This design comes from an exercise in tuning for small area and a short achievable clock period on the open sky130 flow, not from production work.
The RTL was checked by simulation tests, not by an equivalence proof against the original design.
Power is estimated from default activity; no workload was simulated.

==> run D: inputs <==
Design fsk_rx, start of the top module:
module fsk_rx (
    input  wire        clk,
    input  wire        rst,           
    input  wire        in_valid,
    input  wire [15:0] in_i,
    input  wire [15:0] in_q,
    output reg         db_valid,
    output wire [7:0]  db_level,
    output wire [31:0] db_maxsq,
    output reg         hit_valid,
    output reg         byte_valid,
    output wire [7:0]  byte_data,
    output reg         byte_first,
    output reg         byte_last
);
Settings: LEC_CHECK=0, CAP_MARGIN=20, CORE_MARGIN=2, CORE_UTILIZATION=40, SLEW_MARGIN=20; clock period 12.0 ns.
run.sh (not shown) runs the stock make flow with config.mk's settings and CLKGATE_MAP_FILE= SYNTH_SCRIPT=/design/flow/synth_recipe.tcl, a recipe that flattens the netlist after the stock synthesis.
==> run C: changes against run D <==
==> flow/flow/run.sh (new file) <==
#!/bin/bash
set -euo pipefail
bash standard.sh SETUP_SLACK_MARGIN=8 finish > standard.log 2>&1
==> flow/standard.sh (new file) <==
#!/bin/bash
# synth_recipe.tcl (not shown) runs the flow's synth.tcl, then flattens the netlist and writes it again
# the make line also repeats each setting of config.mk as NAME=value (left out here)
make -C /OpenROAD-flow-scripts/flow DESIGN_CONFIG=/design/flow/config.mk WORK_HOME=/design/flow/orfs CLKGATE_MAP_FILE= SYNTH_SCRIPT=/design/flow/synth_recipe.tcl "${@:-finish}"
removed: flow/run.sh
==> summary of the runs <==
- Synthesized area is the same in run C and run D.
- Non-clock buffer count: run C is higher than run D (224).
- Run C finished clean. Run D completed without violations.
- In flip-flop and latch count, run C and run D do not differ.
- In run D the first-iteration DRC count is lower than in run C, by 27%.

---

==> inputs of run a <==
fsk_rx, a different RTL version from the one above (not shown whole).
==> flow/config.mk <==
export PLATFORM = sky130hd
export DESIGN_NAME = fsk_rx
export DESIGN_NICKNAME = fsk_rx
export VERILOG_FILES = /design/flow/design.v
export SDC_FILE = /design/flow/constraint.sdc
export NUM_CORES = 4
export LEC_CHECK = 0
export CAP_MARGIN = 20
export CORE_MARGIN = 2
export CORE_UTILIZATION = 40
export CTS_CLUSTER_DIAMETER = 100
export CTS_CLUSTER_SIZE = 25
export SLEW_MARGIN = 20
==> flow/constraint.sdc <==
create_clock -name core_clock -period 12.0 [get_ports {clk}]
set_input_delay 2.4000 -clock core_clock [delete_from_list [all_inputs] [get_ports {clk}]]
set_output_delay 2.4000 -clock core_clock [all_outputs]
set_load 0.01 [all_outputs]
standard.sh (not shown) runs the stock make flow with config.mk's settings and CLKGATE_MAP_FILE= SYNTH_SCRIPT=/design/flow/synth_recipe.tcl, a recipe that flattens the netlist after the stock synthesis.
==> flow/flow/run.sh <==
#!/bin/bash
set -euo pipefail
bash standard.sh "BUFFER_PORTS_ARGS=-buffer_cell sky130_fd_sc_hd__buf_2" SETUP_SLACK_MARGIN=8.1 finish > standard.log 2>&1
==> run b: changes against run a <==
==> flow/flow/run.sh (replaced) <==
#!/bin/bash
set -euo pipefail
bash standard.sh "BUFFER_PORTS_ARGS=-buffer_cell sky130_fd_sc_hd__buf_2" SETUP_SLACK_MARGIN=8.3 finish > standard.log 2>&1
- CTS_CLUSTER_DIAMETER: 100 -> 60
==> comparison table <==
item	run b	run a
Run status	timing/DRC/antenna clean	timing/DRC/antenna clean
Endpoint of the worst hold-timing path	acc_nz$_DFF_P_	buf_done2$_DFF_P_
Detailed-router iteration count before antenna repair	8	6
Minimum hold slack	422 ps	425 ps
# resized after CTS	18	0
Met3 Routed Length	5950 um	5870 um
Slowest Stage Delay on Critical Path	500 ps	570 ps
Beginning of the worst register-to-register path	m_c[13]$_DFF_P_	m_t[9]$_DFF_P_
Register-to-register setup slack	8350 ps	8230 ps
Final setup skew	30.9 ps	28.8 ps
Multi-input gate area	0.0182 sq mm	0.0181 sq mm
Internal power contribution	4.20 mW	3.79 mW
Number of inserted filler cells in the final layout	7040	7147
Power share of the combinational group	52.7%	55.9%
Total GRT Usage	21.7%	21.4%
Pleak	13.9 nW	13.4 nW

---

==> job 7328 <==
fsk_rx, a different RTL version from the one above (not shown whole).
==> flow/config.mk <==
export PLATFORM = sky130hd
export DESIGN_NAME = fsk_rx
export DESIGN_NICKNAME = fsk_rx
export VERILOG_FILES = /design/flow/design.v
export SDC_FILE = /design/flow/constraint.sdc
export NUM_CORES = 4
export LEC_CHECK = 0
export CAP_MARGIN = 20
export CORE_MARGIN = 2
export CORE_UTILIZATION = 40
export SLEW_MARGIN = 20
==> flow/constraint.sdc <==
create_clock -name core_clock -period 12.0 [get_ports {clk}]
set_input_delay 2.4000 -clock core_clock [delete_from_list [all_inputs] [get_ports {clk}]]
set_output_delay 2.4000 -clock core_clock [all_outputs]
set_load 0.01 [all_outputs]
==> flow/flow/run.sh <==
#!/bin/bash
set -euo pipefail
bash standard.sh "BUFFER_PORTS_ARGS=-buffer_cell sky130_fd_sc_hd__buf_2" SETUP_SLACK_MARGIN=9.0 finish > standard.log 2>&1
==> job 1886 (differences from job 7328) <==
--- a/flow/design.v
+++ b/flow/design.v
@@ -649,26 +649,18 @@
             endcase
         end
     endfunction
     reg  [7:0] lvl;           
     reg  [7:0] sar_bit;       
     reg        sar_cmp;       
-    reg  [3:0] b_gt;          
-    reg  [3:1] b_eq;          
+    reg [31:0] thr;
     wire [7:0] r_cur   = {~lvl[7], lvl[6:0]};
     wire [7:0] r_trial = r_cur | sar_bit;
-    wire [31:0] thr    = db_thr(r_trial);
-    wire       r_keep  = sar_cmp & (b_gt[3] | (b_eq[3] & (b_gt[2] | (b_eq[2] & (b_gt[1] | (b_eq[1] & b_gt[0]))))));
+    wire       r_keep  = sar_cmp & (xmax >= thr);
     always @(posedge clk) begin
-        b_gt[3] <= (xmax[31:24] >  thr[31:24]);
-        b_gt[2] <= (xmax[23:16] >  thr[23:16]);
-        b_gt[1] <= (xmax[15:8]  >  thr[15:8]);
-        b_gt[0] <= (xmax[7:0]   >= thr[7:0]);
-        b_eq[3] <= (xmax[31:24] == thr[31:24]);
-        b_eq[2] <= (xmax[23:16] == thr[23:16]);
-        b_eq[1] <= (xmax[15:8]  == thr[15:8]);
+        thr <= db_thr(r_trial);
         if (rst) begin
             sar_bit  <= 8'd0;
             sar_cmp  <= 1'b0;
             db_valid <= 1'b0;
         end else begin
             if (buf_done2)
@@ -721,14 +713,13 @@
     wire db0_one = nb[1] ^ nb[0];
     wire db0_two = (nb[2] & ~nb[1] & ~nb[0]) | (~nb[2] & nb[1] & nb[0]);
     wire nb0     = ~nb[2];
     wire db1_one = nb[3] ^ nb[2];
     wire db1_two = (nb[4] & ~nb[3] & ~nb[2]) | (~nb[4] & nb[3] & nb[2]);
     wire nb1     = ~nb[4];
-    reg  acc_clr;               
-    wire acc_en  = ~acc_clr;
+    wire acc_en  = ~st[1];
     wire [21:0] xs_s, xs_c;
   wire xt_1, xt_2, xt_3, xt_4, xt_5, xt_6, xt_7, xt_8, xt_9, xt_10, xt_11, xt_12, xt_13, xt_14, xt_15, xt_16;
   wire xt_17, xt_18, xt_19, xt_20, xt_21, xt_22, xt_23, xt_24, xt_25, xt_26, xt_27, xt_28, xt_29, xt_30, xt_31, xt_32;
   wire xt_33, xt_34, xt_35, xt_36, xt_37, xt_38, xt_39, xt_40, xt_41, xt_42, xt_43, xt_44, xt_45, xt_46, xt_47, xt_48;
   wire xt_49, xt_50, xt_51, xt_52, xt_53, xt_54, xt_55, xt_56, xt_57, xt_58, xt_59, xt_60, xt_61, xt_62, xt_63, xt_64;
   wire xt_65, xt_66, xt_67, xt_68, xt_69, xt_70, xt_71, xt_72, xt_73, xt_74, xt_75, xt_76, xt_77, xt_78, xt_79, xt_80;
@@ -838,13 +829,12 @@
   assign xt_102 = xt_62 | xt_63;
   assign xt_103 = ~(xt_64 ^ xt_65);
   assign xt_104 = xt_64 | xt_65;
   assign xs_s = {1'b1, 1'b1, xt_104, xt_102, xt_100, xt_98, xt_96, xt_94, xt_92, xt_90, xt_88, xt_86, xt_84, xt_82, xt_80, xt_78, xt_76, xt_74, xt_72, xt_70, xt_68, xt_67};
   assign xs_c = {1'b0, 1'b0, xt_66, xt_103, xt_101, xt_99, xt_97, xt_95, xt_93, xt_91, xt_89, xt_87, xt_85, xt_83, xt_81, xt_79, xt_77, xt_75, xt_73, xt_71, xt_69, nb0};
     always @(posedge clk) begin
-        acc_clr <= st[0];
         ps     <= xs_s;
         pc     <= xs_c;
         acc    <= ({{4{acc[21]}}, acc[21:4]} & {22{acc_en}}) + ps + pc;
         acc_nz <= (acc[3:0] != 4'd0) | (acc_nz & ~st[2]);
     end
     wire bit_valid = st[5];
==> flow/flow/run.sh (replaced) <==
#!/bin/bash
set -euo pipefail
bash standard.sh "BUFFER_PORTS_ARGS=-buffer_cell sky130_fd_sc_hd__buf_2" SETUP_SLACK_MARGIN=8.0 finish > standard.log 2>&1
==> summary.txt <==
Run status
  – Outcome: complete, no violations

Power and ir drop
  – Peak VDD IR: roughly 180 uV
  – Logic power comb: a little over 4 mW

Clock network
  – Clk Latency, worst-skew pair: 0.59 ns

GRT
  – Largest net degree at the start of global routing: 58

Setup path
  – Critical path type: flip-flop to flip-flop

Detailed routing
  – Highest routed layer: met4

Die
  – Starting utilization of the core area: 0.403

Layout
  – Fraction of area in multi-input gates: 0.566

STA
  – Slew margin rel.: 0.291
the above is filed under job 1886

==> summary.txt <==
Die
  – Starting utilization of the core area: 0.402

GRT
  – Largest net degree at the start of global routing: 103

Power and ir drop
  – Peak VDD IR: about 210 uV

Run status
  – Outcome: complete, no violations

Layout
  – Fraction of area in multi-input gates: 0.570

Detailed routing
  – Highest routed layer: met5
the above is filed under job 7328


---

==> inputs of run A <==
fsk_rx with an RTL version that a note above also has.
export LEC_CHECK = 0
export CAP_MARGIN = 20
export CORE_MARGIN = 2
export CORE_UTILIZATION = 40
export SLEW_MARGIN = 20
create_clock -name core_clock -period 12.0 [get_ports {clk}]
==> flow/flow/run.sh <==
#!/bin/bash
# The standard layout, with the port buffers made from buf_2 cells.
set -euo pipefail
bash standard.sh "BUFFER_PORTS_ARGS=-buffer_cell sky130_fd_sc_hd__buf_2" finish > standard.log 2>&1
==> run G: changes against run A <==
--- a/flow/design.v
+++ b/flow/design.v
@@ -835,68 +835,63 @@
         ps     <= xs_s;
         pc     <= xs_c;
         acc    <= ({{4{acc[21]}}, acc[21:4]} & {22{acc_en}}) + ps + pc;
         acc_nz <= (acc[3:0] != 4'd0) | (acc_nz & ~st[2]);
     end
     wire bit_valid = st[5];
     wire bit_val   = ~acc[21] & ((acc != 22'd0) | acc_nz);
-    function [5:0] sync_next(input [4:0] q, input b);
-        begin
-            sync_next = (q[4] ? (q[3] ? (q[2] ? (q[1] ? (q[0] ? (b ? 6'd32 : 6'd1) : (b ? 6'd2 : 6'd31)) : (q[0] ? (b ? 6'd2 : 6'd30) : (b ? 6'd0 : 6'd29))) : (q[1] ? (q[0] ? (b ? 6'd28 : 6'd4) : (b ? 6'd27 : 6'd1)) : (q[0] ? (b ? 6'd26 : 6'd1) : (b ? 6'd3 : 6'd25)))) : (q[2] ? (q[1] ? (q[0] ? (b ? 6'd24 : 6'd1) : (b ? 6'd2 : 6'd23)) : (q[0] ? (b ? 6'd2 : 6'd22) : (b ? 6'd3 : 6'd21))) : (q[1] ? (q[0] ? (b ? 6'd20 : 6'd1) : (b ? 6'd5 : 6'd19)) : (q[0] ? (b ? 6'd0 : 6'd18) : (b ? 6'd17 : 6'd1))))) : (q[3] ? (q[2] ? (q[1] ? (q[0] ? (b ? 6'd16 : 6'd1) : (b ? 6'd0 : 6'd15)) : (q[0] ? (b ? 6'd14 : 6'd1) : (b ? 6'd13 : 6'd1))) : (q[1] ? (q[0] ? (b ? 6'd12 : 6'd4) : (b ? 6'd11 : 6'd6)) : (q[0] ? (b ? 6'd10 : 6'd1) : (b ? 6'd0 : 6'd9)))) : (q[2] ? (q[1] ? (q[0] ? (b ? 6'd8 : 6'd1) : (b ? 6'd7 : 6'd1)) : (q[0] ? (b ? 6'd3 : 6'd6) : (b ? 6'd5 : 6'd1))) : (q[1] ? (q[0] ? (b ? 6'd0 : 6'd4) : (b ? 6'd3 : 6'd1)) : (q[0] ? (b ? 6'd2 : 6'd1) : (b ? 6'd0 : 6'd1))))));
-        end
-    endfunction
-    reg [7:0]  shreg;
+    reg [31:0] win;
     reg [11:0] cnt;
     reg        in_hdr, in_pay;
-    wire [7:0] byte_now = {bit_val, shreg[7:1]};
-    wire [5:0] q_next   = sync_next(cnt[4:0], bit_val);
-    wire       byte_end = (cnt[2:0] == 3'd0);
-    wire       cnt_zero = (cnt == 12'd0);
-    assign byte_data = shreg;
+    wire [31:0] win_next = {bit_val, win[31:1]};
+    wire        sync_hit = (cnt[4:0] == 5'd0) && (win_next == SYNC_WORD);
+    wire        byte_end = (cnt[2:0] == 3'd0);
+    wire        cnt_zero = (cnt == 12'd0);
+    assign byte_data = win[31:24];
     always @(posedge clk) begin
         if (bit_valid)
-            shreg <= byte_now;
+            win <= win_next;
     end
     always @(posedge clk) begin
         if (rst) begin
             in_hdr     <= 1'b0;
             in_pay     <= 1'b0;
-            cnt        <= 12'd0;
+            cnt        <= 12'd31;
             hit_valid  <= 1'b0;
             byte_valid <= 1'b0;
             byte_first <= 1'b0;
             byte_last  <= 1'b0;
         end else begin
             hit_valid  <= 1'b0;
             byte_valid <= 1'b0;
             if (bit_valid) begin
                 if (in_hdr) begin
                     byte_valid <= byte_end;
                     byte_first <= (cnt[3:0] == 4'd8);
                     byte_last  <= 1'b0;
                     if (cnt_zero) begin
-                        cnt    <= {byte_now + 9'd2, 3'b111};
+                        cnt    <= {win_next[31:24] + 9'd2, 3'b111};
                         in_hdr <= 1'b0;
                         in_pay <= 1'b1;
                     end else
                         cnt <= cnt - 12'd1;
                 end else if (in_pay) begin
                     byte_valid <= byte_end;
                     byte_first <= 1'b0;
                     byte_last  <= cnt_zero;
                     if (cnt_zero) begin
-                        cnt    <= 12'd0;
+                        cnt    <= 12'd31;
                         in_pay <= 1'b0;
                     end else
                         cnt <= cnt - 12'd1;
                 end else begin
-                    if (q_next[5]) begin
+                    if (sync_hit) begin
                         hit_valid <= 1'b1;
                         in_hdr    <= 1'b1;
                         cnt       <= 12'd15;
-                    end else
-                        cnt       <= {7'd0, q_next[4:0]};
+                    end else if (cnt[4:0] != 5'd0)
+                        cnt <= cnt - 12'd1;
                 end
             end
         end
     end
 endmodule
==> flow/run.sh (new file) <==
#!/bin/bash
# synth_recipe.tcl (not shown) runs the flow's synth.tcl, then flattens the netlist and writes it again
# the make line also repeats each setting of config.mk as NAME=value (left out here)
make -C /OpenROAD-flow-scripts/flow DESIGN_CONFIG=/design/flow/config.mk WORK_HOME=/design/flow/orfs CLKGATE_MAP_FILE= SYNTH_SCRIPT=/design/flow/synth_recipe.tcl finish
removed: flow/flow/run.sh
removed: flow/standard.sh
==> flow_metrics.env <==
export IMPL_detail_route_wirelength_met1_um=38900
export IMPL_layout_nets=3727
export IMPL_route_vias_total=23100
export IMPL_most_common_layout_cells="356 x sky130_fd_sc_hd__inv_1, 307 x sky130_fd_sc_hd__dfxtp_1, 297 x sky130_fd_sc_hd__nand2_1, 277 x sky130_fd_sc_hd__fa_1, 218 x sky130_fd_sc_hd__nor2_1"
export IMPL_cpMaxStageDelayCell="sky130_fd_sc_hd__dfxtp_1"
export IMPL_timing_final_crit_period_ns=4.08
export IMPL_wl_met2_um=36700
export IMPL_register_area_um2=9290
export IMPL_setup_slack_ns=7.92
export IMPL_status="complete, no violations"
export IMPL_sw_frac_of_total_pct=40.3
export IMPL_pre_cts_slack_ns=7.90
export IMPL_timing_reg2reg_setup_slack_ns=7.92
the above is filed under run A

==> flow_metrics.env <==
export IMPL_sw_frac_of_total_pct=40.0
export IMPL_most_common_layout_cells="354 x sky130_fd_sc_hd__inv_1, 308 x sky130_fd_sc_hd__dfxtp_1, 299 x sky130_fd_sc_hd__nand2_1, 277 x sky130_fd_sc_hd__fa_1"
export IMPL_layout_nets=3672
export IMPL_detail_route_wirelength_met1_um=37100
export IMPL_timing_final_crit_period_ns=4.20
export IMPL_cpMaxStageDelayCell="sky130_fd_sc_hd__clkdlybuf4s50_1"
export IMPL_register_area_um2=9980
export IMPL_pre_cts_slack_ns=8.12
export IMPL_wl_met2_um=36300
export IMPL_route_vias_total=23100
export IMPL_status="complete, no violations"
the above is filed under run G

==> what the ideal ports hide <==
The flow's constraints put no driver on any port. The routed layouts listed below were extracted and timed again, unchanged, in two steps. Step 1 assumes that a clkbuf_16 drives the clock port and a buf_2 every other input. Step 2 adds t to the input delays and takes it off the output delays; t is the mean of the earliest and latest rising clock arrival at the registers after step 1. Input paths then give back, and output paths get back, about the clock's delay inside the block. Slacks: ideal / step 1 / step 2; pairs: ideal / step 1.
run | shift t [ns] | setup slack, ns | worst setup path at the end
run D | 0.621 | 6.187 / 6.187 / 6.187 | register to register
run C | 0.637 | 7.249 / 7.249 / 7.249 | register to register
run a of note 2 | 0.633 | 8.235 / 8.235 / 8.235 | register to register
run b of note 2 | 0.638 | 8.326 / 8.269 / 8.348 | register to register
job 7328 | 0.651 | 8.312 / 8.248 / 8.322 | register to register
job 1886 | 0.645 | 8.129 / 8.129 / 8.129 | register to register
run A of note 4 | 0.648 | 7.920 / 7.920 / 7.920 | register to register
run G of note 4 | 0.684 | 7.801 / 7.737 / 8.079 | register to register
After both steps every run listed still meets setup and hold.
